Context: an optimization exercise on an open-source flow, tuned for a short achievable clock period and few clock cycles. The choices shown serve that exercise and are no tape-out recipe.
The RTL was checked by simulation tests, not by an equivalence proof against the original design.
No activity file was given, so power comes from the tool's default toggle rates.

### flow/design.v
module ca_core (
    input  wire        clk,
    input  wire        rst,           
    output wire        imem_re,
    output wire [9:0]  imem_addr,
    input  wire [15:0] imem_rdata,
    output wire        dmem_re,
    output wire        dmem_we,
    output wire [15:0] dmem_addr,
    output wire [7:0]  dmem_wdata,
    input  wire [7:0]  dmem_rdata,
    output wire        halted,
    output wire        fault,
    output wire [15:0] fault_pc,
    output wire [15:0] fault_word,
    output wire        eff_valid,
    output wire [15:0] eff_pc,
    output wire        eff_reg_we,
    output wire [5:0]  eff_reg_idx,
    output wire [7:0]  eff_reg_val,
    output wire        eff_mem_we,
    output wire [10:0] eff_mem_addr,
    output wire [7:0]  eff_mem_val,
    output wire        eff_redirect,
    output wire [15:0] eff_target,
    output wire [4:0]  eff_sreg,
    output wire [4:0]  obs_sreg
);
    localparam [3:0] OP_ADD  = 4'd0,  OP_SUB  = 4'd1,  OP_MUL  = 4'd2,
                     OP_MOVI = 4'd3,  OP_BEQZ = 4'd4,  OP_ANDI = 4'd5,
                     OP_EOR  = 4'd6,  OP_BR   = 4'd7,  OP_SAL  = 4'd8,
                     OP_SAR  = 4'd9,  OP_LDR  = 4'd10, OP_STR  = 4'd11;
    localparam [15:0] IMEM_WORDS = 16'd1024;
    localparam [15:0] DMEM_BYTES = 16'd2048;
    reg  [7:0]  regs [0:63];
    reg         sr_z, sr_n, sr_c, sr_v, sr_s;
    reg  [15:0] pc;
    reg  [1:0]  stall;
    reg         faulted;
    reg  [15:0] f_pc;
    reg  [15:0] f_word;
    reg         fl_valid;
    reg  [15:0] fl_raw;
    reg  [15:0] fl_pc;
    reg         dl_valid;
    reg  [15:0] dl_raw;
    reg  [15:0] dl_pc;
    reg  [3:0]  dl_op;
    reg  [5:0]  dl_rs;
    reg  [15:0] dl_second;
    reg  [7:0]  dl_sv;
    reg  [15:0] dl_secv;
    wire running = !faulted && (stall == 2'd0);
    wire        ex_active = running && dl_valid;
    wire [7:0]  a  = dl_sv;
    wire [15:0] b  = dl_secv;
    wire [7:0]  b8 = dl_secv[7:0];
    wire [8:0]  add9 = {1'b0, a} + {1'b0, b8};
    wire [8:0]  sub9 = {1'b0, a} - {1'b0, b8};
    wire [15:0] prod = a * b8;
    wire [7:0]  sar8 = $signed(a) >>> b[2:0];
    reg  [7:0]  ex_r;
    reg         ex_wr_reg;
    reg         ex_wr_zn;
    reg         ex_wr_cvs;
    reg         ex_c, ex_v;
    reg         ex_ctrl;
    reg  [15:0] ex_target;
    reg         ex_load, ex_store;
    always @(*) begin
        ex_r      = 8'h00;
        ex_wr_reg = 1'b0;
        ex_wr_zn  = 1'b0;
        ex_wr_cvs = 1'b0;
        ex_c      = 1'b0;
        ex_v      = 1'b0;
        ex_ctrl   = 1'b0;
        ex_target = 16'h0000;
        ex_load   = 1'b0;
        ex_store  = 1'b0;
        case (dl_op)
            OP_ADD: begin
                ex_r = add9[7:0]; ex_wr_reg = 1'b1; ex_wr_zn = 1'b1; ex_wr_cvs = 1'b1;
                ex_c = add9[8];
                ex_v = (a[7] == b8[7]) && (add9[7] != a[7]);
            end
            OP_SUB: begin
                ex_r = sub9[7:0]; ex_wr_reg = 1'b1; ex_wr_zn = 1'b1; ex_wr_cvs = 1'b1;
                ex_c = sub9[8];
                ex_v = (a[7] != b8[7]) && (sub9[7] != a[7]);
            end
            OP_MUL: begin
                ex_r = prod[7:0]; ex_wr_reg = 1'b1; ex_wr_zn = 1'b1;
            end
            OP_MOVI: begin
                ex_r = b8; ex_wr_reg = 1'b1;
            end
            OP_BEQZ: begin
                ex_ctrl   = (a == 8'h00);
                ex_target = dl_pc + 16'd1 + b;
            end
            OP_ANDI: begin
                ex_r = a & b8; ex_wr_reg = 1'b1; ex_wr_zn = 1'b1;
            end
            OP_EOR: begin
                ex_r = a ^ b8; ex_wr_reg = 1'b1; ex_wr_zn = 1'b1;
            end
            OP_BR: begin
                ex_ctrl   = 1'b1;
                ex_target = {a, b8};
            end
            OP_SAL: begin
                ex_r = (b >= 16'd8) ? 8'h00 : (a << b[2:0]);
                ex_wr_reg = 1'b1; ex_wr_zn = 1'b1;
            end
            OP_SAR: begin
                ex_r = (b >= 16'd8) ? {8{a[7]}} : sar8;
                ex_wr_reg = 1'b1; ex_wr_zn = 1'b1;
            end
            OP_LDR: begin
                ex_r = dmem_rdata; ex_wr_reg = 1'b1; ex_load = 1'b1;
            end
            OP_STR: begin
                ex_store = 1'b1;
            end
            default: ;
        endcase
    end
    wire ex_reg_we  = ex_active && ex_wr_reg;
    wire ex_xfer    = ex_active && ex_ctrl;      
    wire new_z = ex_wr_zn  ? (ex_r == 8'h00) : sr_z;
    wire new_n = ex_wr_zn  ? ex_r[7]         : sr_n;
    wire new_c = ex_wr_cvs ? ex_c            : sr_c;
    wire new_v = ex_wr_cvs ? ex_v            : sr_v;
    wire new_s = ex_wr_cvs ? (ex_r[7] ^ ex_v) : sr_s;
    assign dmem_re    = ex_active && ex_load;
    assign dmem_we    = ex_active && ex_store;
    assign dmem_addr  = b;
    assign dmem_wdata = a;
    wire        de_active  = running && !ex_xfer && fl_valid;
    wire [3:0]  de_op      = fl_raw[15:12];
    wire [5:0]  de_rs      = fl_raw[11:6];
    wire [5:0]  de_rt      = fl_raw[5:0];
    wire        de_invalid = (de_op > 4'd11);
    wire        de_fault   = de_active && de_invalid;
    wire        de_fill    = de_active && !de_invalid;
    wire        de_rfmt    = (de_op == OP_ADD) || (de_op == OP_SUB) || (de_op == OP_MUL) ||
                             (de_op == OP_EOR) || (de_op == OP_BR);
    wire [15:0] de_imm     = {{10{fl_raw[5]}}, fl_raw[5:0]};
    wire [15:0] de_second  = de_rfmt ? {10'd0, de_rt} : de_imm;
    wire [7:0]  rf_rs = (ex_reg_we && dl_rs == de_rs) ? ex_r : regs[de_rs];
    wire [7:0]  rf_rt = (ex_reg_we && dl_rs == de_rt) ? ex_r : regs[de_rt];
    wire [15:0] de_secv = de_rfmt ? {8'd0, rf_rt} : de_imm;
    wire fe_active   = running && !ex_xfer && !de_fault && (pc < IMEM_WORDS);
    wire fe_sentinel = (imem_rdata == 16'h0000);
    assign imem_re   = fe_active;
    assign imem_addr = pc[9:0];
    integer i;
    always @(posedge clk) begin
        if (rst) begin
            for (i = 0; i < 64; i = i + 1)
                regs[i] <= 8'h00;
            sr_z     <= 1'b0;
            sr_n     <= 1'b0;
            sr_c     <= 1'b0;
            sr_v     <= 1'b0;
            sr_s     <= 1'b0;
            pc       <= 16'h0000;
            stall    <= 2'd0;
            faulted  <= 1'b0;
            f_pc     <= 16'h0000;
            f_word   <= 16'h0000;
            fl_valid <= 1'b0;
            dl_valid <= 1'b0;
        end else if (faulted) begin
        end else if (stall != 2'd0) begin
            stall <= stall - 2'd1;
            if (stall == 2'd1) begin
                fl_valid <= 1'b0;
                dl_valid <= 1'b0;
            end
        end else begin
            if (ex_active) begin
                if (ex_reg_we)
                    regs[dl_rs] <= ex_r;
                sr_z <= new_z;
                sr_n <= new_n;
                sr_c <= new_c;
                sr_v <= new_v;
                sr_s <= new_s;
                dl_valid <= 1'b0;
            end
            if (ex_xfer) begin
                pc       <= ex_target;
                fl_valid <= 1'b0;
                dl_valid <= 1'b0;
                stall    <= 2'd2;
            end else begin
                if (de_fault) begin
                    faulted <= 1'b1;
                    f_pc    <= fl_pc;
                    f_word  <= fl_raw;
                end else if (de_fill) begin
                    dl_valid  <= 1'b1;
                    dl_raw    <= fl_raw;
                    dl_pc     <= fl_pc;
                    dl_op     <= de_op;
                    dl_rs     <= de_rs;
                    dl_second <= de_second;
                    dl_sv     <= rf_rs;
                    dl_secv   <= de_secv;
                    fl_valid  <= 1'b0;
                end
                if (fe_active) begin
                    if (fe_sentinel) begin
                        pc <= IMEM_WORDS;
                    end else begin
                        fl_valid <= 1'b1;
                        fl_raw   <= imem_rdata;
                        fl_pc    <= pc;
                        pc       <= pc + 16'd1;
                    end
                end
            end
        end
    end
    assign halted     = !faulted && (pc >= IMEM_WORDS) && !fl_valid && !dl_valid;
    assign fault      = faulted;
    assign fault_pc   = f_pc;
    assign fault_word = f_word;
    assign eff_valid    = ex_active;
    assign eff_pc       = dl_pc;
    assign eff_reg_we   = ex_reg_we;
    assign eff_reg_idx  = dl_rs;
    assign eff_reg_val  = ex_r;
    assign eff_mem_we   = dmem_we && (b < DMEM_BYTES);
    assign eff_mem_addr = b[10:0];
    assign eff_mem_val  = a;
    assign eff_redirect = ex_xfer;
    assign eff_target   = ex_target;
    assign eff_sreg     = {new_c, new_v, new_n, new_s, new_z};
    assign obs_sreg = {sr_c, sr_v, sr_n, sr_s, sr_z};
endmodule
### flow/run.sh
#!/bin/bash
# synth_recipe.tcl (not shown) runs the flow's synth.tcl, then flattens the netlist and writes it again
# the make line also repeats each setting of config.mk as NAME=value (left out here)
make -C /OpenROAD-flow-scripts/flow DESIGN_CONFIG=/design/flow/config.mk WORK_HOME=/design/flow/orfs CLKGATE_MAP_FILE= SYNTH_SCRIPT=/design/flow/synth_recipe.tcl finish
### flow/config.mk
export PLATFORM = sky130hd
export DESIGN_NAME = ca_core
export DESIGN_NICKNAME = ca_core
export VERILOG_FILES = /design/flow/design.v
export SDC_FILE = /design/flow/constraint.sdc
export NUM_CORES = 4
export LEC_CHECK = 0
export CAP_MARGIN = 20
export CORE_MARGIN = 2
export CORE_UTILIZATION = 40
export SLEW_MARGIN = 20
### flow/constraint.sdc
create_clock -name core_clock -period 8.0 [get_ports {clk}]
set_input_delay 1.6000 -clock core_clock [delete_from_list [all_inputs] [get_ports {clk}]]
set_output_delay 1.6000 -clock core_clock [all_outputs]
set_load 0.01 [all_outputs]
==> run notes <==
Status = complete, no violations
Max-slew headroom = 32.09%
Fin Clk Skew = 45.76 ps
Critical path type = register to primary output
Row count = 109
Total power = 0.01318 W
Synth cell types = 76
Clock power frac = 25.2%
Mapped Cells = 2723
Net Sw Power = 0.005036 W
Internal power = 0.008145 W
I/O Buffers = 175
Remaining DRCs = 0
Synth Flop Type = edfxtp_1
Commonest non-fill, non-tap cells in the layout = 608 x nor2_1, 587 x edfxtp_1, 343 x mux4_2
Measured slew at the worst slew-check pin = 1019 ps
Post-route ant nets = 0
Register area share after synthesis = 53.17%
Gr ovfl total = 0
Initial core utilization = 40.30%
Total core area = 88240 um^2
CTS tree = yes
R2r setup slk = 2220 ps
Asr flop ratio synth = 0%
Clock transition at path regs = 60 ps
Total GRT Usage = 25.06%
Multi-input gate area = 15310 um^2
Total CTS buffers = 73
Layout area overhead = 13.75%
Clk buf depth = 3
Net count after synthesis = 2817
Sw Share = 38.21%
DR vias = 24280
Crit start category = register
First-pass DRT Iterations = 5
Placed inst area = 38070 um^2
Combinational share of power = 41.5%
Sequential Power Share = 33.3%
Initial antenna violation count = 8
Final setup vio count = 0
Post-CTS setup buffers = 0
Clk sinks = 651
R2R cell count = 16
End point of the critical path = eff_sreg[0]
Final Hold Fails = 0
Htree depth = 3
Min-Delay Path Class = register to register
Syn Area/Cell = 13.06 um^2
Worst R2R Start = dl_secv[3]
I/O Pins = 176
Worst-Skew Late Latency = 650 ps
Routed len/inst = 28.53 um
Area occupied by registers = 18920 um^2
RSZ-0062 raised after global routing = no
HPWL Detailed = 78250 um
CP Data Required Time = 6400 ps
Setup slack after layout = 350.5 ps
VDD IR max = 248.4 uV
Number of flops mapped to enable cells by yosys = 587
Minimum clock period = 7650 ps
Worst reg2reg path endpoint = dl_secv[7]
Period utilization = 95.62%
Setup TNS Final = 0 ps
Number of global-route vias before repair = 24110
Via/cell ratio = 6.075
Layout cells sized above 1 = 19.40%
CTS root buf = clkbuf_16
Worst Setup SP = dl_sv[2]
Total Wirelength = 114000 um
Place WS = 764.4 ps
Leak = 14.02 nW
Seq cells post-synth = 651
Max_cap viols = 0
Largest net degree at the start of global routing = 93
Post-route cell area = 40450 um^2
Pwr/cell area = 325.9 nW/um^2
1st-iter DRT viols = 2954
DIE AREA = 91300 um^2
Post-Syn Area = 35560 um^2
Final Slew Violations = 0
Fmax = 130.7 MHz
Yosys warnings = 1
Commonest non-fill, non-tap cell in the layout = nor2_1
Fin nets = 2867
Width of the chip = 302.2 um
# fillers = 7898
Crit. End Element = primary output
WP data arrival = 6050 ps
Die Ht = 302.2 um
Gpl congestion = 0.9518
First-pass GRT wire length = 167600 um
CP Max Fanout = 18
==> cell usage after synthesis, types with 10 or more instances <==
master / count / area (um^2)
nor4_1: 19 / 118.9
nand3_1: 14 / 70.07
and2_1: 18 / 112.6
nand2b_1: 27 / 168.9
ha_1: 53 / 663.1
mux4_2: 343 / 7725
a21oi_1: 66 / 330.3
a31oi_1: 11 / 68.82
xor2_1: 15 / 131.4
buf_4: 46 / 345.3
clkbuf_1: 111 / 416.7
mux2_2: 10 / 112.6
dfxtp_1: 64 / 1281
edfxtp_1: 587 / 17630
xnor2_1: 18 / 157.7
fa_1: 15 / 300.3
nor2_1: 609 / 2286
nor3_1: 19 / 95.09
nand2_1: 274 / 1028
inv_1: 56 / 210.2
nor2b_1: 12 / 75.07
o211ai_1: 11 / 82.58
and3_1: 12 / 75.07
o21ai_0: 61 / 305.3
buf_1: 39 / 146.4
buf_2: 58 / 290.3
==> power by group through the flow <==
stage | Sequential (W) | Clock, W | Combinational (W)
after floorplan | 0.00425 | 0 | 0.00360
after global placement | 0.00444 | 0 | 0.00538
after detailed placement | 0.00445 | 0 | 0.00542
after CTS | 0.00438 | 0.00337 | 0.00544
after global routing | 0.00442 | 0.00350 | 0.00576
final | 0.00438 | 0.00332 | 0.00547
==> worst max-delay path, stage by stage (launching register included) <==
cell	delay [ps]
edfxtp_1	320
buf_4	220
ha_1	280
inv_1	90
fa_1	440
fa_1	520
inv_1	40
ha_1	270
inv_1	50
fa_1	480
inv_1	50
ha_1	310
xor2_1	170
or3_1	120
a21oi_1	70
a2111oi_1	430
o2111a_2	290
inv_1	80
nor4_2	370
a32o_1	230
clkdlybuf4s50_1	610
==> sequential cells by signal (all words and copies together), names as in the netlist, named ones only <==
register / cells
dl_secv: 9
fl_raw: 16
regs: 512
sr_c: 1
fl_valid: 1
f_pc: 16
f_word: 16
dl_sv: 8
dl_op: 4
sr_v: 1
stall: 2
dl_valid: 1
sr_s: 1
dl_pc: 16
sr_z: 1
fl_pc: 16
dl_rs: 6
faulted: 1
sr_n: 1
pc: 16
==> cells by family after synthesis <==
family / Yosys count / share of synthesized area [%]
simple gates: 1054 / 12.47
fa+ha+maj: 68 / 2.709
flops: 651 / 53.17
compound gates: 240 / 4.384
xor+xnor: 36 / 1.003
buf+inv: 313 / 3.994
mux: 361 / 22.27
==> area by class of cell <==
class,instances,share of cell area (%)
Sequential cell,651,46.77
Multi-Input combinational cell,1759,37.85
Timing Repair Buffer,229,5.370
Clock buffer,95,4.819
Tap cell,1165,3.604
Clock inverter,37,1.033
Inverter,59,0.5475
Antenna cell,1,0.006187
==> through the flow <==
| step | hold slack, ps | util (%) | cells |
|---|---|---|---|
| 5_1_grt | 465.6 | 45.84 | 3995 |
| 2_1_floorplan | 416.3 | - | 2723 |
| 4_1_cts | 448.4 | 45.83 | 3995 |
| 6_report | 449.8 | 45.84 | 3996 |
| 3_3_place_gp | 431.7 | 43.13 | 3862 |
| 3_5_place_dp | 435.1 | 43.15 | 3863 |
==> how the worst min path moves through the flow <==
stage / startpoint / endpoint / slack (ps) / cells after the start
after global placement: fl_pc[6] / dl_pc[6] / 430 / 0
after detailed placement: fl_pc[12] / dl_pc[12] / 440 / 0
final: fl_pc[2] / dl_pc[2] / 450 / 0
after CTS: fl_pc[12] / dl_pc[12] / 450 / 0
after global routing: fl_pc[0] / dl_pc[0] / 470 / 0
after floorplan: pc[14] / fl_pc[14] / 420 / 0
==> what timing repair did <==
item,CTS,global route
hold buffers,0,0
setup endpoints to repair,0,1
resized for setup,0,2
hold endpoints to repair,0,0
==> routing by layer <==
| metal | up-vias | global-route usage (%) | part of all wire [%] |
|---|---|---|---|
| met4 | 6 | 9.382 | 4.1 |
| met1 | 12580 | 33.38 | 39 |
| met5 | - | 0 | 0.033 |
| li1 | 10280 | - | - |
| met3 | 196 | 4.187 | 8.3 |
| met2 | 1216 | 41.38 | 49 |
Testbench counts, summed over its fixed seeds: cycles 83,902.

==> re-timing with driven ports <==
How much do the figures lean on ideal ports? The routed layout below was timed once more, with nothing changed but the port constraints. Step 1 assumes that a clkbuf_16 drives the clock port and a buf_2 every other input. Step 2 moves the port delays by t, midway between the first and last clock arrival at a register: inputs arrive t later, outputs are due t later. That takes back most of the time a late clock gives input paths. Three values: ideal, step 1, step 2; two values: the first two.
shift t [ns]: 0.699
setup WS [ns]: 0.350 / 0.280 / 0.978
worst setup path at the end: register to output
After both steps this run still meets setup and hold. The setup slack of this run moves by -0.070 ns with the drivers and by +0.628 ns with both steps.
